Context: an optimization exercise on an open-source flow, tuned for small area, a short achievable clock period and few clock cycles per item. The choices shown serve that exercise and are no tape-out recipe.
RTL that was checked went through simulation tests only; none was proved equivalent to the original.
No functional check of the RTL was part of run 1.

## flow/design.v (module list and top-level ports; edited modules follow where they fit)
// module sb_xor: 1 lines
// module sb_xnor: 1 lines
// module sb_and: 1 lines
// module sb_ao21: 1 lines
// module sb_ao22: 3 lines
// module sb_mux2: 1 lines
// module sb_ainvx: 34 lines
// module sb_inv4: 26 lines
// module aes_sbox: 116 lines
// module aes_sbox_k: 125 lines
// module aes_dec_mix: 257 lines
// module aes_enc_mix: 174 lines
// module aes256_cbc: 253 lines
module aes256_cbc #(
  parameter [127:0] IV0 = 128'h0102030405060708090a0b0c0d0e0f10
) (
  input  wire         clk,
  input  wire         rst,         
  input  wire         in_valid,
  output wire         in_ready,
  input  wire [1:0]   in_op,
  input  wire         in_first,
  input  wire [127:0] in_data,
  input  wire [255:0] in_key,
  output wire         out_valid,
  input  wire         out_ready,
  output wire [127:0] out_data,
  output wire [1:0]   out_err
);
  // ...
==> flow/run.sh <==
#!/bin/bash
# synth_recipe.tcl (not shown) runs the flow's synth.tcl, then flattens the netlist and writes it again
# the make line also repeats each setting of config.mk as NAME=value (left out here)
make -C /OpenROAD-flow-scripts/flow DESIGN_CONFIG=/design/flow/config.mk WORK_HOME=/design/flow/orfs CLKGATE_MAP_FILE= SYNTH_SCRIPT=/design/flow/synth_recipe.tcl finish
==> flow/config.mk <==
export PLATFORM = sky130hd
export DESIGN_NAME = aes256_cbc
export DESIGN_NICKNAME = aes256_cbc
export VERILOG_FILES = /design/flow/design.v
export SDC_FILE = /design/flow/constraint.sdc
export NUM_CORES = 8
export LEC_CHECK = 0
export CAP_MARGIN = 30
export CORE_MARGIN = 2
export CORE_UTILIZATION = 45
export PLACE_DENSITY = 0.6
export SETUP_SLACK_MARGIN = 5
export SLEW_MARGIN = 35
export SYNTH_HIERARCHICAL = 1
export SYNTH_MINIMUM_KEEP_SIZE = 0
==> flow/constraint.sdc <==
create_clock -name core_clock -period 11.0 [get_ports {clk}]
set_input_delay 2.2000 -clock core_clock [delete_from_list [all_inputs] [get_ports {clk}]]
set_output_delay 2.2000 -clock core_clock [all_outputs]
set_load 0.01 [all_outputs]
==> impl_metrics.toml, run 1 <==
[global_routing]
grt_use_met1_pct = 52.2
grt.busiest_layer = "met2"
antenna_found_initial = 54
grt_max_degree = 149

[placed_design]
dp_slack_ns = 2.68
dp_hpwl_um = 381000
gp_congestion = 1.03
port_buffers = 522

[final_layout]
nFillCells = 22000
final_area_mm2 = 0.143
finalNonFillerCells = 15800
ff_latch_area_mm2 = 0.0339
insertedDiodeCount = 30
clkCellAreaFrac_pct = 3.91
multi_input_area_share_pct = 60.3
nNonClkInverters = 83

[drt]
wl_met2_um = 209000
vias = 95500

[yosys]
netlist-cell-type-count = 63
synth-seq-cells = 1296
synth_ff_type = "edfxtp_1"
synth.most_common_cell = "xor2_1"

[critical_path]
slowest_stage = "clkdlybuf4s50_1"
critPathRequiredTime_ns = 11.73
r2r_cells = 21
critPathCaptureType = "register"

[timing]
finalClockSkew_ns = 0.0916
whs_ns = 0.429
fmax_mhz = 166
fin_tns_setup_ns = 0
slew_violations = 0
relSlewSlack_pct = 29.3

[worst_hold_path]
hold-path-endpoint = "kn[86]"

[outcome]
outcome = "complete, no violations"

[floorplan]
fp.dieArea_mm2 = 0.262
taps = 3384
coreArea_mm2 = 0.257
==> module sb_inv4, before the edit <==
module sb_inv4 (input wire m20, input wire m21, input wire m22, input wire m23,
                output wire m37, output wire m38, output wire m39, output wire m40, output wire m41,
                output wire m42, output wire m43, output wire m44, output wire m45);
  wire m24 = m22 ^ m23;
  wire m25 = m22 & m20;
  wire m26 = m21 ^ m25;
  wire m27 = m20 ^ m21;
  wire m28 = m23 ^ m25;
  wire m29 = m28 & m27;
  wire m30 = m26 & m24;
  wire m31 = m20 & m23;
  wire m32 = m27 & m31;
  wire m33 = m27 ^ m25;
  wire m34 = m21 & m22;
  wire m35 = m24 & m34;
  wire m36 = m24 ^ m25;
  assign m37 = m21 ^ m29;
  assign m38 = m32 ^ m33;
  assign m39 = m23 ^ m30;
  assign m40 = m35 ^ m36;
  assign m41 = m38 ^ m40;
  assign m42 = m37 ^ m39;
  assign m43 = m37 ^ m38;
  assign m44 = m39 ^ m40;
  assign m45 = m42 ^ m41;
endmodule
==> module aes_sbox, before the edit <==
module aes_sbox (input wire [7:0] a, output wire [7:0] y);
  wire U0 = a[7];
  wire U1 = a[6];
  wire U2 = a[5];
  wire U3 = a[4];
  wire U4 = a[3];
  wire U5 = a[2];
  wire U6 = a[1];
  wire U7 = a[0];
  wire T1; sb_xor g0 (.a(U0), .b(U3), .y(T1));
  wire T2; sb_xor g1 (.a(U0), .b(U5), .y(T2));
  wire T3; sb_xor g2 (.a(U0), .b(U6), .y(T3));
  wire T4; sb_xor g3 (.a(U3), .b(U5), .y(T4));
  wire T5; sb_xor g4 (.a(U4), .b(U6), .y(T5));
  wire T6; sb_xor g5 (.a(T1), .b(T5), .y(T6));
  wire T7; sb_xor g6 (.a(U1), .b(U2), .y(T7));
  wire T8; sb_xor g7 (.a(U7), .b(T6), .y(T8));
  wire T9; sb_xor g8 (.a(U7), .b(T7), .y(T9));
  wire T10; sb_xor g9 (.a(T6), .b(T7), .y(T10));
  wire T11; sb_xor g10 (.a(U1), .b(U5), .y(T11));
  wire T12; sb_xor g11 (.a(U2), .b(U5), .y(T12));
  wire T13; sb_xor g12 (.a(T3), .b(T4), .y(T13));
  wire T14; sb_xor g13 (.a(T6), .b(T11), .y(T14));
  wire T15; sb_xor g14 (.a(T5), .b(T11), .y(T15));
  wire T16; sb_xor g15 (.a(T5), .b(T12), .y(T16));
  wire T17; sb_xor g16 (.a(T9), .b(T16), .y(T17));
  wire T18; sb_xor g17 (.a(U3), .b(U7), .y(T18));
  wire T19; sb_xor g18 (.a(T7), .b(T18), .y(T19));
  wire T20; sb_xor g19 (.a(T1), .b(T19), .y(T20));
  wire T21; sb_xor g20 (.a(U6), .b(U7), .y(T21));
  wire T22; sb_xor g21 (.a(T7), .b(T21), .y(T22));
  wire T23; sb_xor g22 (.a(T2), .b(T22), .y(T23));
  wire T24; sb_xor g23 (.a(T2), .b(T10), .y(T24));
  wire T25; sb_xor g24 (.a(T20), .b(T17), .y(T25));
  wire T26; sb_xor g25 (.a(T3), .b(T16), .y(T26));
  wire T27; sb_xor g26 (.a(T1), .b(T12), .y(T27));
  wire M1; sb_and g27 (.a(T13), .b(T6), .y(M1));
  wire M2; sb_and g28 (.a(T23), .b(T8), .y(M2));
  wire M3; sb_xor g29 (.a(T14), .b(M1), .y(M3));
  wire M4; sb_and g30 (.a(T19), .b(U7), .y(M4));
  wire M5; sb_xor g31 (.a(M4), .b(M1), .y(M5));
  wire M6; sb_and g32 (.a(T3), .b(T16), .y(M6));
  wire M7; sb_and g33 (.a(T22), .b(T9), .y(M7));
  wire M8; sb_xor g34 (.a(T26), .b(M6), .y(M8));
  wire M9; sb_and g35 (.a(T20), .b(T17), .y(M9));
  wire M10; sb_xor g36 (.a(M9), .b(M6), .y(M10));
  wire M11; sb_and g37 (.a(T1), .b(T15), .y(M11));
  wire M12; sb_and g38 (.a(T4), .b(T27), .y(M12));
  wire M13; sb_xor g39 (.a(M12), .b(M11), .y(M13));
  wire M14; sb_and g40 (.a(T2), .b(T10), .y(M14));
  wire M15; sb_xor g41 (.a(M14), .b(M11), .y(M15));
  wire M16; sb_xor g42 (.a(M3), .b(M2), .y(M16));
  wire M17; sb_xor g43 (.a(M5), .b(T24), .y(M17));
  wire M18; sb_xor g44 (.a(M8), .b(M7), .y(M18));
  wire M19; sb_xor g45 (.a(M10), .b(M15), .y(M19));
  wire M20; sb_xor g46 (.a(M16), .b(M13), .y(M20));
  wire M21; sb_xor g47 (.a(M17), .b(M15), .y(M21));
  wire M22; sb_xor g48 (.a(M18), .b(M13), .y(M22));
  wire M23; sb_xor g49 (.a(M19), .b(T25), .y(M23));
  wire M24, M25, M26, M27, M28, M29, M30, M31, M32, M33, M34, M35, M36, M37, M38, M39, M40, M41, M42, M43, M44, M45;
  sb_inv4 u_inv (.m20(M20), .m21(M21), .m22(M22), .m23(M23), .m37(M37), .m38(M38), .m39(M39),
                 .m40(M40), .m41(M41), .m42(M42), .m43(M43), .m44(M44), .m45(M45));
  wire M46; sb_and p0 (.a(M44), .b(T6), .y(M46));
  wire M47; sb_and p1 (.a(M40), .b(T8), .y(M47));
  wire M48; sb_and p2 (.a(M39), .b(U7), .y(M48));
  wire M49; sb_and p3 (.a(M43), .b(T16), .y(M49));
  wire M50; sb_and p4 (.a(M38), .b(T9), .y(M50));
  wire M51; sb_and p5 (.a(M37), .b(T17), .y(M51));
  wire M52; sb_and p6 (.a(M42), .b(T15), .y(M52));
  wire M53; sb_and p7 (.a(M45), .b(T27), .y(M53));
  wire M54; sb_and p8 (.a(M41), .b(T10), .y(M54));
  wire M55; sb_and p9 (.a(M44), .b(T13), .y(M55));
  wire M56; sb_and p10 (.a(M40), .b(T23), .y(M56));
  wire M57; sb_and p11 (.a(M39), .b(T19), .y(M57));
  wire M58; sb_and p12 (.a(M43), .b(T3), .y(M58));
  wire M59; sb_and p13 (.a(M38), .b(T22), .y(M59));
  wire M60; sb_and p14 (.a(M37), .b(T20), .y(M60));
  wire M61; sb_and p15 (.a(M42), .b(T1), .y(M61));
  wire M62; sb_and p16 (.a(M45), .b(T4), .y(M62));
  wire M63; sb_and p17 (.a(M41), .b(T2), .y(M63));
  wire b18; sb_xor h18 (.a(M61), .b(M62), .y(b18));
  wire b19; sb_xor h19 (.a(M50), .b(b18), .y(b19));
  wire b20; sb_xor h20 (.a(M55), .b(M56), .y(b20));
  wire b21; sb_xor h21 (.a(M48), .b(M58), .y(b21));
  wire b22; sb_xor h22 (.a(M46), .b(M49), .y(b22));
  wire b23; sb_xor h23 (.a(M47), .b(b20), .y(b23));
  wire b24; sb_xor h24 (.a(M53), .b(b19), .y(b24));
  wire b25; sb_xor h25 (.a(M51), .b(M59), .y(b25));
  wire b26; sb_xor h26 (.a(M46), .b(M52), .y(b26));
  wire b27; sb_xor h27 (.a(M54), .b(M60), .y(b27));
  wire b28; sb_xor h28 (.a(b21), .b(b27), .y(b28));
  wire b29; sb_xor h29 (.a(b19), .b(b23), .y(b29));
  wire b30; sb_xor h30 (.a(M56), .b(M57), .y(b30));
  wire b31; sb_xor h31 (.a(M48), .b(M51), .y(b31));
  wire b32; sb_xor h32 (.a(M54), .b(M58), .y(b32));
  wire b33; sb_xor h33 (.a(M61), .b(M63), .y(b33));
  wire b34; sb_xor h34 (.a(M49), .b(M52), .y(b34));
  wire b35; sb_xor h35 (.a(b20), .b(b34), .y(b35));
  wire b36; sb_xor h36 (.a(b18), .b(b26), .y(b36));
  wire b37; sb_xor h37 (.a(b18), .b(b25), .y(b37));
  wire b38; sb_xor h38 (.a(b21), .b(b22), .y(b38));
  wire b39; sb_xor h39 (.a(b22), .b(b30), .y(b39));
  wire b40; sb_xor h40 (.a(b25), .b(b32), .y(b40));
  wire b41; sb_xor h41 (.a(b26), .b(b33), .y(b41));
  wire b42; sb_xnor h42 (.a(b28), .b(b41), .y(b42));
  wire b43; sb_xnor h43 (.a(b37), .b(b38), .y(b43));
  wire b44; sb_xor h44 (.a(b23), .b(b36), .y(b44));
  wire b45; sb_xor h45 (.a(b28), .b(b39), .y(b45));
  wire b46; sb_xor h46 (.a(b24), .b(b45), .y(b46));
  wire b47; sb_xor h47 (.a(b24), .b(b35), .y(b47));
  wire b48; sb_xnor h48 (.a(b24), .b(b40), .y(b48));
  wire b49; sb_xor h49 (.a(b29), .b(b31), .y(b49));
  wire b50; sb_xor h50 (.a(b22), .b(b29), .y(b50));
  wire b51; sb_xnor h51 (.a(M53), .b(b44), .y(b51));
  assign y = {b47, b51, b42, b50, b49, b46, b48, b43};
endmodule
==> module aes_sbox_k, before the edit <==
module aes_sbox_k (input wire [7:0] a, input wire [7:0] k, output wire [7:0] y);
  wire U0 = a[7];
  wire U1 = a[6];
  wire U2 = a[5];
  wire U3 = a[4];
  wire U4 = a[3];
  wire U5 = a[2];
  wire U6 = a[1];
  wire U7 = a[0];
  wire T1; sb_xor g0 (.a(U0), .b(U3), .y(T1));
  wire T2; sb_xor g1 (.a(U0), .b(U5), .y(T2));
  wire T3; sb_xor g2 (.a(U0), .b(U6), .y(T3));
  wire T4; sb_xor g3 (.a(U3), .b(U5), .y(T4));
  wire T5; sb_xor g4 (.a(U4), .b(U6), .y(T5));
  wire T6; sb_xor g5 (.a(T1), .b(T5), .y(T6));
  wire T7; sb_xor g6 (.a(U1), .b(U2), .y(T7));
  wire T8; sb_xor g7 (.a(U7), .b(T6), .y(T8));
  wire T9; sb_xor g8 (.a(U7), .b(T7), .y(T9));
  wire T10; sb_xor g9 (.a(T6), .b(T7), .y(T10));
  wire T11; sb_xor g10 (.a(U1), .b(U5), .y(T11));
  wire T12; sb_xor g11 (.a(U2), .b(U5), .y(T12));
  wire T13; sb_xor g12 (.a(T3), .b(T4), .y(T13));
  wire T14; sb_xor g13 (.a(T6), .b(T11), .y(T14));
  wire T15; sb_xor g14 (.a(T5), .b(T11), .y(T15));
  wire T16; sb_xor g15 (.a(T5), .b(T12), .y(T16));
  wire T17; sb_xor g16 (.a(T9), .b(T16), .y(T17));
  wire T18; sb_xor g17 (.a(U3), .b(U7), .y(T18));
  wire T19; sb_xor g18 (.a(T7), .b(T18), .y(T19));
  wire T20; sb_xor g19 (.a(T1), .b(T19), .y(T20));
  wire T21; sb_xor g20 (.a(U6), .b(U7), .y(T21));
  wire T22; sb_xor g21 (.a(T7), .b(T21), .y(T22));
  wire T23; sb_xor g22 (.a(T2), .b(T22), .y(T23));
  wire T24; sb_xor g23 (.a(T2), .b(T10), .y(T24));
  wire T25; sb_xor g24 (.a(T20), .b(T17), .y(T25));
  wire T26; sb_xor g25 (.a(T3), .b(T16), .y(T26));
  wire T27; sb_xor g26 (.a(T1), .b(T12), .y(T27));
  wire M1; sb_and g27 (.a(T13), .b(T6), .y(M1));
  wire M2; sb_and g28 (.a(T23), .b(T8), .y(M2));
  wire M3; sb_xor g29 (.a(T14), .b(M1), .y(M3));
  wire M4; sb_and g30 (.a(T19), .b(U7), .y(M4));
  wire M5; sb_xor g31 (.a(M4), .b(M1), .y(M5));
  wire M6; sb_and g32 (.a(T3), .b(T16), .y(M6));
  wire M7; sb_and g33 (.a(T22), .b(T9), .y(M7));
  wire M8; sb_xor g34 (.a(T26), .b(M6), .y(M8));
  wire M9; sb_and g35 (.a(T20), .b(T17), .y(M9));
  wire M10; sb_xor g36 (.a(M9), .b(M6), .y(M10));
  wire M11; sb_and g37 (.a(T1), .b(T15), .y(M11));
  wire M12; sb_and g38 (.a(T4), .b(T27), .y(M12));
  wire M13; sb_xor g39 (.a(M12), .b(M11), .y(M13));
  wire M14; sb_and g40 (.a(T2), .b(T10), .y(M14));
  wire M15; sb_xor g41 (.a(M14), .b(M11), .y(M15));
  wire M16; sb_xor g42 (.a(M3), .b(M2), .y(M16));
  wire M17; sb_xor g43 (.a(M5), .b(T24), .y(M17));
  wire M18; sb_xor g44 (.a(M8), .b(M7), .y(M18));
  wire M19; sb_xor g45 (.a(M10), .b(M15), .y(M19));
  wire M20; sb_xor g46 (.a(M16), .b(M13), .y(M20));
  wire M21; sb_xor g47 (.a(M17), .b(M15), .y(M21));
  wire M22; sb_xor g48 (.a(M18), .b(M13), .y(M22));
  wire M23; sb_xor g49 (.a(M19), .b(T25), .y(M23));
  wire M24, M25, M26, M27, M28, M29, M30, M31, M32, M33, M34, M35, M36, M37, M38, M39, M40, M41, M42, M43, M44, M45;
  sb_inv4 u_inv (.m20(M20), .m21(M21), .m22(M22), .m23(M23), .m37(M37), .m38(M38), .m39(M39),
                 .m40(M40), .m41(M41), .m42(M42), .m43(M43), .m44(M44), .m45(M45));
  wire M46; sb_and p0 (.a(M44), .b(T6), .y(M46));
  wire M47; sb_and p1 (.a(M40), .b(T8), .y(M47));
  wire M48; sb_and p2 (.a(M39), .b(U7), .y(M48));
  wire M49; sb_and p3 (.a(M43), .b(T16), .y(M49));
  wire M50; sb_and p4 (.a(M38), .b(T9), .y(M50));
  wire M51; sb_and p5 (.a(M37), .b(T17), .y(M51));
  wire M52; sb_and p6 (.a(M42), .b(T15), .y(M52));
  wire M53; sb_and p7 (.a(M45), .b(T27), .y(M53));
  wire M54; sb_and p8 (.a(M41), .b(T10), .y(M54));
  wire M55; sb_and p9 (.a(M44), .b(T13), .y(M55));
  wire M56; sb_and p10 (.a(M40), .b(T23), .y(M56));
  wire M57; sb_and p11 (.a(M39), .b(T19), .y(M57));
  wire M58; sb_and p12 (.a(M43), .b(T3), .y(M58));
  wire M59; sb_and p13 (.a(M38), .b(T22), .y(M59));
  wire M60; sb_and p14 (.a(M37), .b(T20), .y(M60));
  wire M61; sb_and p15 (.a(M42), .b(T1), .y(M61));
  wire M62; sb_and p16 (.a(M45), .b(T4), .y(M62));
  wire M63; sb_and p17 (.a(M41), .b(T2), .y(M63));
  wire b26; sb_xor h26 (.a(M61), .b(M62), .y(b26));
  wire b27; sb_xor h27 (.a(M56), .b(b26), .y(b27));
  wire b28; sb_xor h28 (.a(M55), .b(b27), .y(b28));
  wire b29; sb_xor h29 (.a(M54), .b(M58), .y(b29));
  wire b30; sb_xor h30 (.a(M46), .b(M49), .y(b30));
  wire b31; sb_xor h31 (.a(M50), .b(M53), .y(b31));
  wire b32; sb_xor h32 (.a(M48), .b(M60), .y(b32));
  wire b33; sb_xor h33 (.a(M46), .b(M52), .y(b33));
  wire b34; sb_xor h34 (.a(M47), .b(M50), .y(b34));
  wire b35; sb_xor h35 (.a(M48), .b(M51), .y(b35));
  wire b36; sb_xor h36 (.a(b29), .b(b31), .y(b36));
  wire b37; sb_xor h37 (.a(M59), .b(b26), .y(b37));
  wire b38; sb_xor h38 (.a(M49), .b(M52), .y(b38));
  wire b39; sb_xor h39 (.a(M47), .b(M53), .y(b39));
  wire b40; sb_xor h40 (.a(M61), .b(M63), .y(b40));
  wire b41; sb_xor h41 (.a(M51), .b(k[1]), .y(b41));
  wire b42; sb_xor h42 (.a(M57), .b(k[2]), .y(b42));
  wire b43; sb_xor h43 (.a(M58), .b(k[0]), .y(b43));
  wire b44; sb_xor h44 (.a(b30), .b(b34), .y(b44));
  wire b45; sb_xor h45 (.a(b29), .b(b33), .y(b45));
  wire b46; sb_xor h46 (.a(b31), .b(b38), .y(b46));
  wire b47; sb_xor h47 (.a(b30), .b(b42), .y(b47));
  wire b48; sb_xor h48 (.a(b34), .b(b35), .y(b48));
  wire b49; sb_xor h49 (.a(b32), .b(b40), .y(b49));
  wire b50; sb_xor h50 (.a(b30), .b(b35), .y(b50));
  wire b51; sb_xor h51 (.a(b33), .b(b39), .y(b51));
  wire b52; sb_xor h52 (.a(b27), .b(b47), .y(b52));
  wire b53; sb_xor h53 (.a(b37), .b(b50), .y(b53));
  wire b54; sb_xor h54 (.a(b36), .b(b37), .y(b54));
  wire b55; sb_xor h55 (.a(b45), .b(b49), .y(b55));
  wire b56; sb_xor h56 (.a(b32), .b(b36), .y(b56));
  wire b57; sb_xor h57 (.a(k[3]), .b(b48), .y(b57));
  wire b58; sb_xor h58 (.a(k[4]), .b(b44), .y(b58));
  wire b59; sb_xor h59 (.a(k[7]), .b(b46), .y(b59));
  wire b60; sb_xor h60 (.a(k[6]), .b(b51), .y(b60));
  wire b61; sb_xnor h61 (.a(b28), .b(b60), .y(b61));
  wire b62; sb_xor h62 (.a(b52), .b(b56), .y(b62));
  wire b63; sb_xor h63 (.a(b28), .b(b58), .y(b63));
  wire b64; sb_xor h64 (.a(b28), .b(b59), .y(b64));
  wire b65; sb_xor h65 (.a(b28), .b(b57), .y(b65));
  wire b66; sb_xnor h66 (.a(b41), .b(b54), .y(b66));
  wire b67; sb_xnor h67 (.a(b43), .b(b53), .y(b67));
  wire b68; sb_xnor h68 (.a(k[5]), .b(b55), .y(b68));
  assign y = {b64, b61, b68, b63, b65, b62, b66, b67};
endmodule
==> module aes256_cbc, before the edit <==
module aes256_cbc #(
  parameter [127:0] IV0 = 128'h0102030405060708090a0b0c0d0e0f10
) (
  input  wire         clk,
  input  wire         rst,         
  input  wire         in_valid,
  output wire         in_ready,
  input  wire [1:0]   in_op,
  input  wire         in_first,
  input  wire [127:0] in_data,
  input  wire [255:0] in_key,
  output wire         out_valid,
  input  wire         out_ready,
  output wire [127:0] out_data,
  output wire [1:0]   out_err
);
  localparam [1:0] OP_KEXP = 2'd0, OP_ENC = 2'd1, OP_DEC = 2'd2, OP_ILL = 2'd3;
  localparam [1:0] E_NONE = 2'd0, E_ILLEGAL = 2'd1, E_NOKEY = 2'd2;
  reg         busy;           
  reg [1:0]   err;            
  reg [3:0]   rnd;            
  reg         aesv;           
  reg         ovalid;
  reg [127:0] obuf;           
  reg [1:0]   oerr;
  reg [127:0] state;
  reg [127:0] chain;          
  reg [127:0] mask;           
  reg [255:0] k0;             
  reg [255:0] kn;             
  reg         kn_pending;     
  reg [255:0] w;              
  reg  enc, dec, kexp;        
  wire is_enc  = enc;
  wire is_dec  = dec;
  wire is_kexp = kexp;
  reg         parked;         
  wire at_end  = busy && !parked &&
                 (is_enc ? (rnd == 4'd14) : is_dec ? (rnd == 4'd0) : 1'b1);
  wire done    = at_end || (busy && parked);
  wire fin     = done && (!ovalid || out_ready);
  wire park    = at_end && !fin;
  assign in_ready  = !ovalid && (!busy || done) && !(in_op == OP_DEC && kn_pending);
  assign out_valid = ovalid;
  assign out_data  = obuf;
  assign out_err   = oerr;
  wire accept = in_valid && in_ready;
  function automatic [7:0] xtime(input [7:0] a);
    xtime = {a[6:0], 1'b0} ^ (a[7] ? 8'h1b : 8'h00);
  endfunction
  function automatic [7:0] ainv(input [7:0] b);
    ainv = {b[6] ^ b[4] ^ b[1], b[5] ^ b[3] ^ b[0], b[7] ^ b[4] ^ b[2], b[6] ^ b[3] ^ b[1],
            b[5] ^ b[2] ^ b[0], ~(b[7] ^ b[4] ^ b[1]), b[6] ^ b[3] ^ b[0], ~(b[7] ^ b[5] ^ b[2])};
  endfunction
  function automatic [7:0] alin(input [7:0] b);
    integer i;
    begin
      for (i = 0; i < 8; i = i + 1)
        alin[i] = b[i] ^ b[(i + 4) % 8] ^ b[(i + 5) % 8] ^ b[(i + 6) % 8] ^ b[(i + 7) % 8];
    end
  endfunction
  function automatic [127:0] alin_all(input [127:0] v);
    integer i;
    begin
      for (i = 0; i < 16; i = i + 1) alin_all[8*i +: 8] = alin(v[8*i +: 8]);
    end
  endfunction
  function automatic [127:0] ainv_all(input [127:0] v);
    integer i;
    begin
      for (i = 0; i < 16; i = i + 1) ainv_all[8*i +: 8] = ainv(v[8*i +: 8]);
    end
  endfunction
  wire [127:0] sb;
  wire [127:0] ka;
  genvar g;
  generate
    for (g = 0; g < 16; g = g + 1) begin : g_sbox
      localparam integer I = 15 - g;                        
      localparam integer J = I % 4 + 4 * ((I / 4 + I % 4) % 4);
      aes_sbox_k u_sb (.a(state[8*g +: 8]), .k(ka[127 - 8*J -: 8] & {8{dec}}), .y(sb[8*g +: 8]));
    end
  endgenerate
  reg [127:0] sr, isr;
  integer r, c;
  always @(*) begin
    for (r = 0; r < 4; r = r + 1)
      for (c = 0; c < 4; c = c + 1) begin
        sr[127 - 8*(r + 4*c) -: 8]  = sb[127 - 8*(r + 4*((c + r) % 4)) -: 8];
        isr[127 - 8*(r + 4*c) -: 8] = sb[127 - 8*(r + 4*((c + 4 - r) % 4)) -: 8];
      end
  end
  wire [127:0] wa   = w[255:128];
  wire [127:0] rkey = w[127:0];       
  wire [127:0] q_enc;
  generate
    for (g = 0; g < 4; g = g + 1) begin : g_emix
      aes_enc_mix u_em (.x(sr[32*g +: 32]), .k(rkey[32*g +: 32]), .y(q_enc[32*g +: 32]));
    end
  endgenerate
  assign ka = alin_all(rkey);
  wire [127:0] xs    = isr;                       
  wire [127:0] q_dec;
  generate
    for (g = 0; g < 4; g = g + 1) begin : g_dmix
      aes_dec_mix u_dm (.x(xs[32*g +: 32]), .y(q_dec[32*g +: 32]));
    end
  endgenerate
  wire [127:0] qe_l, qd_l;
  generate
    for (g = 0; g < 16; g = g + 1) begin : g_last
      sb_ainvx u_ai (.x(xs[8*g +: 8]), .m(mask[8*g +: 8]), .y(qd_l[8*g +: 8]));
    end
    for (g = 0; g < 128; g = g + 1) begin : g_laste
      sb_xor u_qe (.a(sr[g]), .b(rkey[g]), .y(qe_l[g]));
    end
  endgenerate
  wire [31:0] ks_sub;
  generate
    for (g = 0; g < 4; g = g + 1) begin : g_ksbox
      aes_sbox u_ksb (.a(rkey[8*g +: 8]), .y(ks_sub[8*g +: 8]));
    end
  endgenerate
  reg [7:0] rcon;
  always @(*) begin
    case (rnd)
      4'd1:    rcon = 8'h01;
      4'd3:    rcon = 8'h02;
      4'd5:    rcon = 8'h04;
      4'd7:    rcon = 8'h08;
      4'd9:    rcon = 8'h10;
      4'd11:   rcon = 8'h20;
      4'd13:   rcon = 8'h40;
      default: rcon = 8'h00;
    endcase
  end
  wire [31:0]  kt;
  wire [127:0] f;
  wire [31:0]  p0 = wa[127:96] ^ {rcon, 24'h0};
  wire [31:0]  p1 = wa[95:64] ^ p0;
  wire [31:0]  p2 = wa[63:32] ^ p1;
  wire [31:0]  p3 = wa[31:0]  ^ p2;
  wire [127:0] kp = {p0, p1, p2, p3};
  wire [127:0] kc = {32'h0, wa[95:64] ^ wa[127:96], wa[63:32] ^ wa[95:64], wa[31:0] ^ wa[63:32]};
  wire [31:0]  ks_rot = {ks_sub[23:0], ks_sub[31:24]};
  generate
    for (g = 0; g < 32; g = g + 1) begin : g_kt
      sb_mux2 u_kt (.s(rnd[0]), .a(ks_sub[g]), .b(ks_rot[g]), .y(kt[g]));
    end
    for (g = 0; g < 128; g = g + 1) begin : g_kf
      sb_xor u_kf (.a(kp[g]), .b(kt[g % 32]), .y(f[g]));
    end
  endgenerate
  wire         chain_now = fin && is_enc && !parked;    
  wire         new_enc = (in_op == OP_ENC) && aesv;
  wire         new_dec = (in_op == OP_DEC) && aesv;
  wire [255:0] kstart = (new_dec && !(busy && is_kexp)) ? kn : k0;
  wire [127:0] kin    = in_data ^ kstart[255:128];
  wire [127:0] init_d = ainv_all(kin);                   
  wire         use_sr = chain_now && !in_first;
  wire [127:0] qe     = kin ^ (in_first ? IV0 : chain_now ? rkey : chain);
  wire         s_d    = dec && !accept;
  wire         s_e    = !dec && !accept;
  wire         s_id   = accept && new_dec;
  wire         s_ie   = accept && !new_dec;
  wire [127:0] sr_use, init_e, st_a, st_b, st_next;
  generate
    for (g = 0; g < 128; g = g + 1) begin : g_next
      sb_and  u_su (.a(sr[g]), .b(use_sr), .y(sr_use[g]));
      sb_xor  u_ie (.a(sr_use[g]), .b(qe[g]), .y(init_e[g]));
      sb_ao22 u_sa (.a(s_id), .b(init_d[g]), .c(s_ie), .d(init_e[g]), .y(st_a[g]));
      sb_ao21 u_sb (.a(s_e), .b(q_enc[g]), .c(st_a[g]), .y(st_b[g]));
      sb_ao21 u_sc (.a(s_d), .b(q_dec[g]), .c(st_b[g]), .y(st_next[g]));
    end
  endgenerate
  wire         load_w = (accept && (new_enc || new_dec)) || (busy && is_kexp && rnd == 4'd0);
  wire [127:0] w_lo_e = load_w ? kstart[127:0] : (kc & {128{dec}});
  wire         sel_f0 = !load_w;
  wire         sel_f  = !load_w && !dec;
  wire [127:0] w_lo;
  generate
    for (g = 0; g < 128; g = g + 1) begin : g_wlo
      sb_ao21 u_w (.a(g >= 96 ? sel_f0 : sel_f), .b(f[g]), .c(w_lo_e[g]), .y(w_lo[g]));
    end
  endgenerate
  wire         acc_dec = accept && new_dec;
  wire         m_qe   = (acc_dec && !in_first && chain_now) || (park && is_enc);
  wire         m_qd   = park && is_dec;
  wire [127:0] m_e    = (IV0 & {128{acc_dec && in_first}}) | (chain & {128{acc_dec && !in_first && !chain_now}});
  wire [127:0] m_a, m_next;
  wire         o_pk   = parked && (is_enc || is_dec);
  wire         o_d    = !parked && is_dec;
  wire         o_e    = !parked && is_enc;
  wire [127:0] o_a, o_next;
  generate
    for (g = 0; g < 128; g = g + 1) begin : g_mo
      sb_ao21 u_ma (.a(m_qe), .b(qe_l[g]), .c(m_e[g]), .y(m_a[g]));
      sb_ao21 u_mb (.a(m_qd), .b(qd_l[g]), .c(m_a[g]), .y(m_next[g]));
      sb_ao22 u_oa (.a(o_d), .b(qd_l[g]), .c(o_e), .d(qe_l[g]), .y(o_a[g]));
      sb_ao21 u_ob (.a(o_pk), .b(mask[g]), .c(o_a[g]), .y(o_next[g]));
    end
  endgenerate
  always @(posedge clk) begin
    state <= st_next;
    w <= {load_w ? kstart[255:128] : rkey, w_lo};
    if (accept && in_op == OP_KEXP) k0 <= in_key;
    if (kn_pending && !is_dec && rnd == 4'd13) kn <= {f, rkey};
    if (acc_dec || park)            mask <= m_next;
  end
  always @(posedge clk) begin
    if (rst) begin
      busy   <= 1'b0;
      parked <= 1'b0;
      kn_pending <= 1'b0;
      aesv   <= 1'b0;
      ovalid <= 1'b0;
      chain  <= IV0;
    end else begin
      if (fin) begin
        ovalid <= 1'b1;
        obuf   <= o_next;
        oerr   <= err;
      end else if (out_ready) begin
        ovalid <= 1'b0;
      end
      if (at_end && is_enc) chain <= qe_l;
      if (park) parked <= 1'b1;
      if (fin) begin
        busy   <= 1'b0;
        parked <= 1'b0;
      end
      rnd <= is_dec ? rnd - 4'd1 : rnd + 4'd1;
      if (kn_pending && !is_dec && rnd == 4'd13) kn_pending <= 1'b0;
      if (accept) begin
        busy <= 1'b1;
        enc  <= new_enc;
        dec  <= new_dec;
        kexp <= (in_op == OP_KEXP);
        err  <= (in_op == OP_ILL) ? E_ILLEGAL : (in_op != OP_KEXP && !aesv) ? E_NOKEY : E_NONE;
        if (in_op == OP_KEXP) begin
          aesv       <= 1'b1;
          kn_pending <= 1'b1;
          rnd        <= 4'd0;
        end
        if (new_enc) rnd <= 4'd1;
        if (new_dec) rnd <= 4'd13;
        if (new_dec) begin
          chain <= in_data;
        end
      end
    end
  end
endmodule
==> inputs of run 2 (changes only) <==
--- a/flow/design.v
+++ b/flow/design.v
@@ -1,6 +1,7 @@
 module sb_xor  (input wire a, input wire b, output wire y); assign y = a ^ b;    endmodule
 module sb_xnor (input wire a, input wire b, output wire y); assign y = ~(a ^ b); endmodule
 module sb_and  (input wire a, input wire b, output wire y); assign y = a & b;    endmodule
+module sb_nand (input wire a, input wire b, output wire y); assign y = ~(a & b); endmodule
 module sb_ao21 (input wire a, input wire b, input wire c, output wire y); assign y = (a & b) | c; endmodule
 module sb_ao22 (input wire a, input wire b, input wire c, input wire d, output wire y);
   assign y = (a & b) | (c & d);
@@ -40,9 +41,13 @@
   sb_xnor g0b (.a(x[2]), .b(m[0]), .y(u0));
   sb_xor g0c (.a(t0), .b(u0), .y(y[0]));
 endmodule
-module sb_inv4 (input wire m20, input wire m21, input wire m22, input wire m23,
+module sb_inv4 (input wire m20i, input wire m21i, input wire m22i, input wire m23i,
                 output wire m37, output wire m38, output wire m39, output wire m40, output wire m41,
                 output wire m42, output wire m43, output wire m44, output wire m45);
+  wire m20 = m20i;
+  wire m21 = m21i;
+  wire m22 = m22i;
+  wire m23 = m23i;
   wire m24 = m22 ^ m23;
   wire m25 = m22 & m20;
   wire m26 = m21 ^ m25;
@@ -102,20 +107,20 @@
   wire T25; sb_xor g24 (.a(T20), .b(T17), .y(T25));
   wire T26; sb_xor g25 (.a(T3), .b(T16), .y(T26));
   wire T27; sb_xor g26 (.a(T1), .b(T12), .y(T27));
-  wire M1; sb_and g27 (.a(T13), .b(T6), .y(M1));
-  wire M2; sb_and g28 (.a(T23), .b(T8), .y(M2));
+  wire M1; sb_nand g27 (.a(T13), .b(T6), .y(M1));
+  wire M2; sb_nand g28 (.a(T23), .b(T8), .y(M2));
   wire M3; sb_xor g29 (.a(T14), .b(M1), .y(M3));
-  wire M4; sb_and g30 (.a(T19), .b(U7), .y(M4));
+  wire M4; sb_nand g30 (.a(T19), .b(U7), .y(M4));
   wire M5; sb_xor g31 (.a(M4), .b(M1), .y(M5));
-  wire M6; sb_and g32 (.a(T3), .b(T16), .y(M6));
-  wire M7; sb_and g33 (.a(T22), .b(T9), .y(M7));
+  wire M6; sb_nand g32 (.a(T3), .b(T16), .y(M6));
+  wire M7; sb_nand g33 (.a(T22), .b(T9), .y(M7));
   wire M8; sb_xor g34 (.a(T26), .b(M6), .y(M8));
-  wire M9; sb_and g35 (.a(T20), .b(T17), .y(M9));
+  wire M9; sb_nand g35 (.a(T20), .b(T17), .y(M9));
   wire M10; sb_xor g36 (.a(M9), .b(M6), .y(M10));
-  wire M11; sb_and g37 (.a(T1), .b(T15), .y(M11));
-  wire M12; sb_and g38 (.a(T4), .b(T27), .y(M12));
+  wire M11; sb_nand g37 (.a(T1), .b(T15), .y(M11));
+  wire M12; sb_nand g38 (.a(T4), .b(T27), .y(M12));
   wire M13; sb_xor g39 (.a(M12), .b(M11), .y(M13));
-  wire M14; sb_and g40 (.a(T2), .b(T10), .y(M14));
+  wire M14; sb_nand g40 (.a(T2), .b(T10), .y(M14));
   wire M15; sb_xor g41 (.a(M14), .b(M11), .y(M15));
   wire M16; sb_xor g42 (.a(M3), .b(M2), .y(M16));
   wire M17; sb_xor g43 (.a(M5), .b(T24), .y(M17));
@@ -126,26 +131,26 @@
   wire M22; sb_xor g48 (.a(M18), .b(M13), .y(M22));
   wire M23; sb_xor g49 (.a(M19), .b(T25), .y(M23));
   wire M24, M25, M26, M27, M28, M29, M30, M31, M32, M33, M34, M35, M36, M37, M38, M39, M40, M41, M42, M43, M44, M45;
-  sb_inv4 u_inv (.m20(M20), .m21(M21), .m22(M22), .m23(M23), .m37(M37), .m38(M38), .m39(M39),
+  sb_inv4 u_inv (.m20i(M20), .m21i(M21), .m22i(M22), .m23i(M23), .m37(M37), .m38(M38), .m39(M39),
                  .m40(M40), .m41(M41), .m42(M42), .m43(M43), .m44(M44), .m45(M45));
-  wire M46; sb_and p0 (.a(M44), .b(T6), .y(M46));
-  wire M47; sb_and p1 (.a(M40), .b(T8), .y(M47));
-  wire M48; sb_and p2 (.a(M39), .b(U7), .y(M48));
-  wire M49; sb_and p3 (.a(M43), .b(T16), .y(M49));
-  wire M50; sb_and p4 (.a(M38), .b(T9), .y(M50));
-  wire M51; sb_and p5 (.a(M37), .b(T17), .y(M51));
-  wire M52; sb_and p6 (.a(M42), .b(T15), .y(M52));
-  wire M53; sb_and p7 (.a(M45), .b(T27), .y(M53));
-  wire M54; sb_and p8 (.a(M41), .b(T10), .y(M54));
-  wire M55; sb_and p9 (.a(M44), .b(T13), .y(M55));
-  wire M56; sb_and p10 (.a(M40), .b(T23), .y(M56));
-  wire M57; sb_and p11 (.a(M39), .b(T19), .y(M57));
-  wire M58; sb_and p12 (.a(M43), .b(T3), .y(M58));
-  wire M59; sb_and p13 (.a(M38), .b(T22), .y(M59));
-  wire M60; sb_and p14 (.a(M37), .b(T20), .y(M60));
-  wire M61; sb_and p15 (.a(M42), .b(T1), .y(M61));
-  wire M62; sb_and p16 (.a(M45), .b(T4), .y(M62));
-  wire M63; sb_and p17 (.a(M41), .b(T2), .y(M63));
+  wire M46; sb_nand p0 (.a(M44), .b(T6), .y(M46));
+  wire M47; sb_nand p1 (.a(M40), .b(T8), .y(M47));
+  wire M48; sb_nand p2 (.a(M39), .b(U7), .y(M48));
+  wire M49; sb_nand p3 (.a(M43), .b(T16), .y(M49));
+  wire M50; sb_nand p4 (.a(M38), .b(T9), .y(M50));
+  wire M51; sb_nand p5 (.a(M37), .b(T17), .y(M51));
+  wire M52; sb_nand p6 (.a(M42), .b(T15), .y(M52));
+  wire M53; sb_nand p7 (.a(M45), .b(T27), .y(M53));
+  wire M54; sb_nand p8 (.a(M41), .b(T10), .y(M54));
+  wire M55; sb_nand p9 (.a(M44), .b(T13), .y(M55));
+  wire M56; sb_nand p10 (.a(M40), .b(T23), .y(M56));
+  wire M57; sb_nand p11 (.a(M39), .b(T19), .y(M57));
+  wire M58; sb_nand p12 (.a(M43), .b(T3), .y(M58));
+  wire M59; sb_nand p13 (.a(M38), .b(T22), .y(M59));
+  wire M60; sb_nand p14 (.a(M37), .b(T20), .y(M60));
+  wire M61; sb_nand p15 (.a(M42), .b(T1), .y(M61));
+  wire M62; sb_nand p16 (.a(M45), .b(T4), .y(M62));
+  wire M63; sb_nand p17 (.a(M41), .b(T2), .y(M63));
   wire b18; sb_xor h18 (.a(M61), .b(M62), .y(b18));
   wire b19; sb_xor h19 (.a(M50), .b(b18), .y(b19));
   wire b20; sb_xor h20 (.a(M55), .b(M56), .y(b20));
@@ -218,20 +223,20 @@
   wire T25; sb_xor g24 (.a(T20), .b(T17), .y(T25));
   wire T26; sb_xor g25 (.a(T3), .b(T16), .y(T26));
   wire T27; sb_xor g26 (.a(T1), .b(T12), .y(T27));
-  wire M1; sb_and g27 (.a(T13), .b(T6), .y(M1));
-  wire M2; sb_and g28 (.a(T23), .b(T8), .y(M2));
+  wire M1; sb_nand g27 (.a(T13), .b(T6), .y(M1));
+  wire M2; sb_nand g28 (.a(T23), .b(T8), .y(M2));
   wire M3; sb_xor g29 (.a(T14), .b(M1), .y(M3));
-  wire M4; sb_and g30 (.a(T19), .b(U7), .y(M4));
+  wire M4; sb_nand g30 (.a(T19), .b(U7), .y(M4));
   wire M5; sb_xor g31 (.a(M4), .b(M1), .y(M5));
-  wire M6; sb_and g32 (.a(T3), .b(T16), .y(M6));
-  wire M7; sb_and g33 (.a(T22), .b(T9), .y(M7));
+  wire M6; sb_nand g32 (.a(T3), .b(T16), .y(M6));
+  wire M7; sb_nand g33 (.a(T22), .b(T9), .y(M7));
   wire M8; sb_xor g34 (.a(T26), .b(M6), .y(M8));
-  wire M9; sb_and g35 (.a(T20), .b(T17), .y(M9));
+  wire M9; sb_nand g35 (.a(T20), .b(T17), .y(M9));
   wire M10; sb_xor g36 (.a(M9), .b(M6), .y(M10));
-  wire M11; sb_and g37 (.a(T1), .b(T15), .y(M11));
-  wire M12; sb_and g38 (.a(T4), .b(T27), .y(M12));
+  wire M11; sb_nand g37 (.a(T1), .b(T15), .y(M11));
+  wire M12; sb_nand g38 (.a(T4), .b(T27), .y(M12));
   wire M13; sb_xor g39 (.a(M12), .b(M11), .y(M13));
-  wire M14; sb_and g40 (.a(T2), .b(T10), .y(M14));
+  wire M14; sb_nand g40 (.a(T2), .b(T10), .y(M14));
   wire M15; sb_xor g41 (.a(M14), .b(M11), .y(M15));
   wire M16; sb_xor g42 (.a(M3), .b(M2), .y(M16));
   wire M17; sb_xor g43 (.a(M5), .b(T24), .y(M17));
@@ -242,26 +247,26 @@
   wire M22; sb_xor g48 (.a(M18), .b(M13), .y(M22));
   wire M23; sb_xor g49 (.a(M19), .b(T25), .y(M23));
   wire M24, M25, M26, M27, M28, M29, M30, M31, M32, M33, M34, M35, M36, M37, M38, M39, M40, M41, M42, M43, M44, M45;
-  sb_inv4 u_inv (.m20(M20), .m21(M21), .m22(M22), .m23(M23), .m37(M37), .m38(M38), .m39(M39),
+  sb_inv4 u_inv (.m20i(M20), .m21i(M21), .m22i(M22), .m23i(M23), .m37(M37), .m38(M38), .m39(M39),
                  .m40(M40), .m41(M41), .m42(M42), .m43(M43), .m44(M44), .m45(M45));
-  wire M46; sb_and p0 (.a(M44), .b(T6), .y(M46));
-  wire M47; sb_and p1 (.a(M40), .b(T8), .y(M47));
-  wire M48; sb_and p2 (.a(M39), .b(U7), .y(M48));
-  wire M49; sb_and p3 (.a(M43), .b(T16), .y(M49));
-  wire M50; sb_and p4 (.a(M38), .b(T9), .y(M50));
-  wire M51; sb_and p5 (.a(M37), .b(T17), .y(M51));
-  wire M52; sb_and p6 (.a(M42), .b(T15), .y(M52));
-  wire M53; sb_and p7 (.a(M45), .b(T27), .y(M53));
-  wire M54; sb_and p8 (.a(M41), .b(T10), .y(M54));
-  wire M55; sb_and p9 (.a(M44), .b(T13), .y(M55));
-  wire M56; sb_and p10 (.a(M40), .b(T23), .y(M56));
-  wire M57; sb_and p11 (.a(M39), .b(T19), .y(M57));
-  wire M58; sb_and p12 (.a(M43), .b(T3), .y(M58));
-  wire M59; sb_and p13 (.a(M38), .b(T22), .y(M59));
-  wire M60; sb_and p14 (.a(M37), .b(T20), .y(M60));
-  wire M61; sb_and p15 (.a(M42), .b(T1), .y(M61));
-  wire M62; sb_and p16 (.a(M45), .b(T4), .y(M62));
-  wire M63; sb_and p17 (.a(M41), .b(T2), .y(M63));
+  wire M46; sb_nand p0 (.a(M44), .b(T6), .y(M46));
+  wire M47; sb_nand p1 (.a(M40), .b(T8), .y(M47));
+  wire M48; sb_nand p2 (.a(M39), .b(U7), .y(M48));
+  wire M49; sb_nand p3 (.a(M43), .b(T16), .y(M49));
+  wire M50; sb_nand p4 (.a(M38), .b(T9), .y(M50));
+  wire M51; sb_nand p5 (.a(M37), .b(T17), .y(M51));
+  wire M52; sb_nand p6 (.a(M42), .b(T15), .y(M52));
+  wire M53; sb_nand p7 (.a(M45), .b(T27), .y(M53));
+  wire M54; sb_nand p8 (.a(M41), .b(T10), .y(M54));
+  wire M55; sb_nand p9 (.a(M44), .b(T13), .y(M55));
+  wire M56; sb_nand p10 (.a(M40), .b(T23), .y(M56));
+  wire M57; sb_nand p11 (.a(M39), .b(T19), .y(M57));
+  wire M58; sb_nand p12 (.a(M43), .b(T3), .y(M58));
+  wire M59; sb_nand p13 (.a(M38), .b(T22), .y(M59));
+  wire M60; sb_nand p14 (.a(M37), .b(T20), .y(M60));
+  wire M61; sb_nand p15 (.a(M42), .b(T1), .y(M61));
+  wire M62; sb_nand p16 (.a(M45), .b(T4), .y(M62));
+  wire M63; sb_nand p17 (.a(M41), .b(T2), .y(M63));
   wire b26; sb_xor h26 (.a(M61), .b(M62), .y(b26));
   wire b27; sb_xor h27 (.a(M56), .b(b26), .y(b27));
   wire b28; sb_xor h28 (.a(M55), .b(b27), .y(b28));
@@ -924,22 +929,9 @@
     end
   endgenerate
   wire         acc_dec = accept && new_dec;
-  wire         m_qe   = (acc_dec && !in_first && chain_now) || (park && is_enc);
-  wire         m_qd   = park && is_dec;
-  wire [127:0] m_e    = (IV0 & {128{acc_dec && in_first}}) | (chain & {128{acc_dec && !in_first && !chain_now}});
-  wire [127:0] m_a, m_next;
-  wire         o_pk   = parked && (is_enc || is_dec);
-  wire         o_d    = !parked && is_dec;
-  wire         o_e    = !parked && is_enc;
-  wire [127:0] o_a, o_next;
-  generate
-    for (g = 0; g < 128; g = g + 1) begin : g_mo
-      sb_ao21 u_ma (.a(m_qe), .b(qe_l[g]), .c(m_e[g]), .y(m_a[g]));
-      sb_ao21 u_mb (.a(m_qd), .b(qd_l[g]), .c(m_a[g]), .y(m_next[g]));
-      sb_ao22 u_oa (.a(o_d), .b(qd_l[g]), .c(o_e), .d(qe_l[g]), .y(o_a[g]));
-      sb_ao21 u_ob (.a(o_pk), .b(mask[g]), .c(o_a[g]), .y(o_next[g]));
-    end
-  endgenerate
+  wire [127:0] q_l    = is_dec ? qd_l : qe_l;
+  wire [127:0] m_next = acc_dec ? (in_first ? IV0 : chain_now ? qe_l : chain) : q_l;
+  wire [127:0] o_next = !(is_enc || is_dec) ? 128'h0 : parked ? mask : q_l;
   always @(posedge clk) begin
     state <= st_next;
     w <= {load_w ? kstart[255:128] : rkey, w_lo};
--- a/flow/config.mk
+++ b/flow/config.mk
@@ -9,7 +9,7 @@
 export CORE_MARGIN = 2
 export CORE_UTILIZATION = 45
 export PLACE_DENSITY = 0.6
-export SETUP_SLACK_MARGIN = 5
+export SETUP_SLACK_MARGIN = 4.5
 export SLEW_MARGIN = 35
 export SYNTH_HIERARCHICAL = 1
 export SYNTH_MINIMUM_KEEP_SIZE = 0
==> impl_metrics.toml, run 2 <==
[critical_path]
cp-endpoint = "state[98]"
critPathCaptureType = "register"
cp_data_arrival_time_ns = 7.13
worstSetupPathType = "register to register"
r2r-start = "state[19]"
cp-start-kind = "register"
worst-path-max-fanout = 12
reg2reg_to = "state[98]"
reg2reg_slack_ns = 4.65
crit_path_start = "state[19]"
r2r_cells = 22
critPathRequiredTime_ns = 11.77

[global_routing]
grt_pass1_vias = 88200
grt_pass1_wl_um = 682000
track_usage_pct = 38.0
antenna_found_initial = 45
grt_max_degree = 182
grt.overflow.total = 0

[final_layout]
area_delta_synth_final_pct = 16.2
final_area_mm2 = 0.130
layout_commonest_cell = "xor2_1"
reg_top3 = "k0 x256, kn x256, w x256"
utilization_pct = 52.7
nFillCells = 22700
multi_input_area_mm2 = 0.0774
final_cell_mix = "xor2_1 (3715), nand2_1 (1101), edfxtp_1 (779), a21oi_1 (709), nor2_1 (620)"
layout.nets = 12800
post_route_cells_drive_above_1_share_pct = 9.98
ff_latch_area_mm2 = 0.0338

[clock_tree]
clk_latency_ns = 0.91
hold_buffers = 0
cts_tree = "done"
cts.sink_count = 1296
cts_buffers = 154
clkTransAtPathRegs_ns = 0.07
cts.path.max_buffers = 3
h-tree-depth = 4
cts-root-buf = "clkbuf_16"

[floorplan]
initial_utilization_pct = 45.3
die_x_um = 502
fp.dieH_um = 502
fp.dieArea_mm2 = 0.252
coreArea_mm2 = 0.246
num_rows = 182
io_pins = 523

[yosys]
synth_nets = 12700
synth_ff_type = "edfxtp_1"
synth_cells = 12300
synth_top_area_cell = "xor2_1"
synth.most_common_cell = "xor2_1"
synth_top_area_share_pct = 32.2
async_flop_share_pct = 0
synth.top_cells.by_count = "xor2_1 (4113), nand2_1 (1104), edfxtp_1 (779)"
synth-seq-cells = 1296
synthTopCellsByArea = "xor2_1 (32%), edfxtp_1 (21%), dfxtp_1 (9.3%), xnor2_1 (4.3%), nand2_1 (3.7%)"
netlist-cell-type-count = 53
synth_edf_count = 779
seq_area_frac_synth_pct = 30.2
syn_area_mm2 = 0.112
syn_avg_cell_area_um2 = 9.09
ys_warn_count = 7

[drt]
ant_nets = 0
drc = 0
firstDrtPassIters = 6
wirelength_um = 498000
vias = 94400
drt_iter0_drc = 13600
wl_per_cell_um = 31.3
via_per_inst = 5.93

[placed_design]
port_buffers = 522
dp_hpwl_um = 373000
gp_congestion = 1.02
dpl_cell_area_mm2 = 0.119

[flow_run]
max-cap-violations = 0

[timing]
slew_violations = 0
finalClockSkew_ns = 0.0804
fin_crit_ns = 6.35
finalSetupViolations = 0
tightestPinTransition_ns = 1.09
rsz0062_at_grt = "yes"
finalCritPeriodShare_pct = 57.8
final-hold-violation-count = 0
fmax_mhz = 157
fin_tns_setup_ns = 0
relSlewSlack_pct = 27.2

[worst_hold_path]
hold_path_class = "register to register"

[outcome]
outcome = "complete, no violations"
==> run 2: how the worst min path moves through the flow <==
stage	startpoint	to	slack (ns)	depth (start not counted)
after floorplan	err[0]	oerr[0]	0.40	0
after global placement	w[67]	kn[67]	0.42	0
after detailed placement	w[84]	kn[84]	0.42	0
after CTS	w[84]	kn[84]	0.43	0
after global routing	w[67]	kn[67]	0.45	0
final	w[54]	kn[54]	0.43	0
==> run 2: metal layers <==
metal  wire [um]  up-vias  global-route usage, %
met5         301        -                  0.560
met4       30800       16                   20.0
met3       62900      990                   11.3
met2      199000     5850                   52.3
met1      205000    46400                   53.0
li1            -    41200                      -
==> run 2: layout make-up <==
type / count / share of cell area (%)
well taps: 3312 / 3.19
repair buffers: 954 / 6.89
inverters: 85 / 0.257
multi-input cells: 9956 / 59.6
clock inverters: 73 / 0.697
diodes: 24 / 0.0463
clock buffers: 216 / 3.30
flip-flops and latches: 1296 / 26.0
==> run 2: critical path, stage by stage (launching register included) <==
cell and delay [ns]:
dfxtp_1 0.48, xor2_4 0.30, xor2_4 0.26, xor2_1 0.28, nand2_1 0.19, xor2_4 0.27
xor2_1 0.25, xor2_2 0.13, buf_4 0.16, or2_4 0.26, a32oi_1 0.32, nand2_1 0.24
xor2_4 0.31, xor2_2 0.42, xor2_1 0.25, xor2_1 0.22, buf_6 0.32, xor2_4 0.26
xor2_2 0.31, xor2_1 0.25, xor2_1 0.26, xnor2_1 0.21, a21o_1 0.28
==> run 2: cells by family (layout without fill, tap and decap cells) <==
| kind of cell | count (synthesis) | in the layout | synth area share [%] |
|---|---|---|---|
| buffers and inverters | 1043 | 1328 | 5.30 |
| AND/OR/NAND/NOR | 2903 | 2903 | 12.8 |
| XOR/XNOR | 4661 | 4662 | 36.6 |
| adder cells (fa/ha/maj) | 5 | 5 | 0.0560 |
| other | 0 | 24 | 0 |
| AO/OA/AOI/OAI | 2049 | 2049 | 11.9 |
| multiplexers | 337 | 337 | 3.16 |
| flip-flops | 1296 | 1296 | 30.2 |
==> run 2: per-stage QoR <==
stage / worst slack, ns / std cells / hold slack, ns
3_3_place_gp: 2.89 / 15500 / 0.416
3_5_place_dp: 2.87 / 15500 / 0.416
6_report: 4.65 / 15900 / 0.432
5_1_grt: 4.37 / 15900 / 0.448
2_1_floorplan: 4.09 / 12300 / 0.400
4_1_cts: 4.45 / 15800 / 0.431
==> run 2: modules after synthesis (local to each module, per instance), a selection <==
module	cells	copies in the design	flops+latches
aes256_cbc	6082	1	1296
aes_dec_mix	32	4	0
aes_enc_mix	32	4	0
aes_sbox	8	4	0
aes_sbox_k	8	16	0
sb_and	1	128	0
sb_ao21	1	384	0
sb_ao22	1	128	0
sb_inv4	36	20	0
sb_mux2	1	32	0
sb_nand	1	540	0
sb_xnor	1	176	0
sb_xor	1	3688	0
==> run 2: repair_timing <==
item | CTS | global route
pin swaps | 24 | 52
setup endpoints to repair | 217 | 209
resized for setup | 246 | 304
buffers inserted | 32 | 56
gates cloned | 0 | 1
Testbench counts of run 2, summed over its fixed seeds: cycles 11,896, items 842.
==> inputs of run 3 (changes only) <==
--- a/flow/config.mk
+++ b/flow/config.mk
@@ -8,6 +8,7 @@
 export CAP_MARGIN = 30
 export CORE_MARGIN = 2
 export CORE_UTILIZATION = 45
+export CTS_BUF_LIST = sky130_fd_sc_hd__clkbuf_8
 export PLACE_DENSITY = 0.6
 export SETUP_SLACK_MARGIN = 4.5
 export SLEW_MARGIN = 35
==> impl_metrics.toml, run 3 <==
[outcome]
outcome = "complete, no violations"

[yosys]
netlist-cell-type-count = 53
synth_top_area_cell = "xor2_1"
synth_top_area_share_pct = 32.2
ys_warn_count = 7
syn_avg_cell_area_um2 = 9.09
synth_ff_type = "edfxtp_1"
synth-seq-cells = 1296
syn_area_mm2 = 0.112
synth.top_cells.by_count = "xor2_1 (4113), nand2_1 (1104), edfxtp_1 (779)"
synthTopCellsByArea = "xor2_1 (32%), edfxtp_1 (21%), dfxtp_1 (9.3%), xnor2_1 (4.3%), nand2_1 (3.7%)"
synth_nets = 12700
seq_area_frac_synth_pct = 30.2
synth.most_common_cell = "xor2_1"
synth_edf_count = 779
async_flop_share_pct = 0
synth_cells = 12300

[critical_path]
cp-start-kind = "register"
worst-path-max-fanout = 13
cp_data_arrival_time_ns = 7.32
worstSetupPathType = "register to register"
reg2reg_slack_ns = 4.69
critPathRequiredTime_ns = 12.00
critPathCaptureType = "register"

[placed_design]
gp_congestion = 1.02
dpl_cell_area_mm2 = 0.119
dp_hpwl_um = 373000
port_buffers = 522

[global_routing]
met3_usage_pct = 11.4
grt.overflow.total = 0
grt_max_degree = 182
antenna_found_initial = 47
use_met2_pct = 52.2
grt_use_met1_pct = 52.8
grt.busiest_layer = "met1"
track_usage_pct = 38.1
grt_pass1_wl_um = 683000
grt_pass1_vias = 89200

[final_layout]
layout.nets = 12900
final_cell_mix = "xor2_1 (3715), nand2_1 (1101), edfxtp_1 (779), a21oi_1 (710), nor2_1 (619)"
utilization_pct = 52.8
layout_commonest_cell = "xor2_1"
area_delta_synth_final_pct = 16.4
reg_top3 = "k0 x256, kn x256, w x256"
post_route_cells_drive_above_1_share_pct = 11.2
final_area_mm2 = 0.130

[floorplan]
fp.dieH_um = 502
num_rows = 182
io_pins = 523
coreArea_mm2 = 0.246
die_x_um = 502
fp.dieArea_mm2 = 0.252
initial_utilization_pct = 45.3

[clock_tree]
hold_buffers = 0
cts_buffers = 231
clkTransAtPathRegs_ns = 0.06
cts.path.max_buffers = 3
cts.sink_count = 1296
h-tree-depth = 4
cts-root-buf = "clkbuf_8"
clk_latency_ns = 1.10
cts_tree = "done"

[timing]
tightestPinTransition_ns = 1.18
fmax_mhz = 158
finalCritPeriodShare_pct = 57.4
relSlewSlack_pct = 21.2
finalSetupViolations = 0
fin_crit_ns = 6.31
slew_violations = 0
rsz0062_at_grt = "yes"
final-hold-violation-count = 0
fin_tns_setup_ns = 0
finalClockSkew_ns = 0.100

[worst_hold_path]
hold_path_class = "register to register"

[drt]
drc = 0
wl_per_cell_um = 31.0
vias = 94900
ant_nets = 0
wirelength_um = 499000
drt_iter0_drc = 13400
via_per_inst = 5.90
firstDrtPassIters = 6

[flow_run]
max-cap-violations = 0
-- run 3: changes by cell type in the layout (fill, tap and decap cells not counted), sizes merged --
cell,previous run,this run
clkbuf,217,277
inv,89,131
clkinv,55,85
buf,433,451
bufinv,9,23
clkinvlp,5,11
diode,24,21
-- run 3: path summary, 6_finish.rpt --
| path | startpoint | end | cells after the start |
|---|---|---|---|
| setup reg to reg | state[50] | state[20] | 23 |
| setup / recovery | state[50] | state[20] | 23 |
| hold / removal | w[84] | kn[84] | 0 |
| hold reg to reg | w[84] | kn[84] | 0 |
-- run 3: worst max-delay path, cell delays in order (launching register included) --
cell and delay (ns):
dfxtp_1 0.51, xor2_1 0.35, xor2_2 0.30, xor2_1 0.29
nand2_1 0.10, xor2_1 0.20, xor2_1 0.27, xor2_2 0.09
buf_4 0.17, buf_4 0.15, and3_1 0.18, a21oi_1 0.22
nand2_1 0.15, xor2_1 0.26, xor2_1 0.42, xor2_1 0.39
xnor2_4 0.16, buf_4 0.37, xor2_2 0.35, xor2_2 0.30
xor2_2 0.36, xor2_1 0.25, xor2_1 0.16, a21o_1 0.23
-- run 3: what timing repair did --
action,in CTS,in global routing
setup buffers,37,68
setup endpoints to repair,218,208
resized for setup,250,292
pin swaps,24,58
hold endpoints to repair,0,0
gates cloned,0,1
-- run 3: modules after synthesis, one instance, submodules excluded, a selection --
module / area [um^2] / times used / flops+latches / cells inside
aes_enc_mix: 240 / 4 / 0 / 32
aes_dec_mix: 240 / 4 / 0 / 32
sb_mux2: 15.0 / 32 / 0 / 1
sb_xnor: 8.76 / 176 / 0 / 1
sb_xor: 8.76 / 3688 / 0 / 1
sb_ao21: 7.51 / 384 / 0 / 1
sb_and: 6.26 / 128 / 0 / 1
-- run 3: per-layer routing --
layer,vias up,wire [um]
met1,46600,206000
met2,5846,199000
met4,12,32000
met5,-,267
met3,1027,61800
li1,41500,-
-- run 3: through the flow --
| step | cells | hold slack (ns) | setup slack, ns |
|---|---|---|---|
| 2_1_floorplan | 12300 | 0.400 | 4.09 |
| 3_3_place_gp | 15500 | 0.416 | 2.89 |
| 3_5_place_dp | 15500 | 0.416 | 2.87 |
| 4_1_cts | 16000 | 0.412 | 4.42 |
| 5_1_grt | 16100 | 0.434 | 4.38 |
| 6_report | 16100 | 0.434 | 4.69 |
-- run 3: kinds of logic (layout without fill, tap and decap cells) --
group | Yosys count | after routing | share of synthesized area, %
buffers and inverters | 1043 | 1498 | 5.30
AO/OA/AOI/OAI | 2049 | 2049 | 11.9
AND/OR/NAND/NOR | 2903 | 2903 | 12.8
other | 0 | 21 | 0
multiplexers | 337 | 337 | 3.16
adder cells (fa/ha/maj) | 5 | 5 | 0.0560
XOR/XNOR | 4661 | 4662 | 36.6
flip-flops | 1296 | 1296 | 30.2
-- run 3: final cells by class --
type | instances | area [um^2]
clock inverters | 165 | 1690
clock buffers | 277 | 3810
flip-flops and latches | 1296 | 33800
inverters | 85 | 334
repair buffers | 971 | 9030
diodes | 21 | 52.6
fillers | 22900 | 116000
multi-input cells | 9956 | 77300
well taps | 3312 | 4140

## what the ideal ports hide
In the flow no input, the clock included, has a driving cell. The finished layouts below were timed again as built, in two steps.
Step 1 sets driving cells, clkbuf_16 on the clock port and buf_2 on the other inputs (assumed; they add their load-dependent delay and slew).
Step 2 adds t to the input delays and takes it off the output delays; t is the mean of the earliest and latest rising clock arrival at the registers after step 1. Input paths then give back, and output paths get back, about the clock's delay inside the block.
Slacks: no drivers / after step 1 / after step 2; pairs: no drivers / after step 1.
run	t, ns	slack for setup (ns)	worst hold slack (ns)	clock arrival spread, ns	slew at the worst register clock pin (ns)
run 1	0.949	4.966 / 4.927 / 3.978	0.429 / 0.429 / 0.429	0.092 / 0.092	0.07 / 0.07
run 2	0.955	4.645 / 4.573 / 3.646	0.432 / 0.432 / 0.432	0.082 / 0.082	0.07 / 0.07
run 3	1.153	4.686 / 4.589 / 3.626	0.434 / 0.434 / 0.434	0.101 / 0.101	0.08 / 0.08
After both steps setup and hold are still met in every run listed. The setup slack of run 3, which loses most, moves by -0.097 ns with the drivers and by -1.060 ns with both steps.
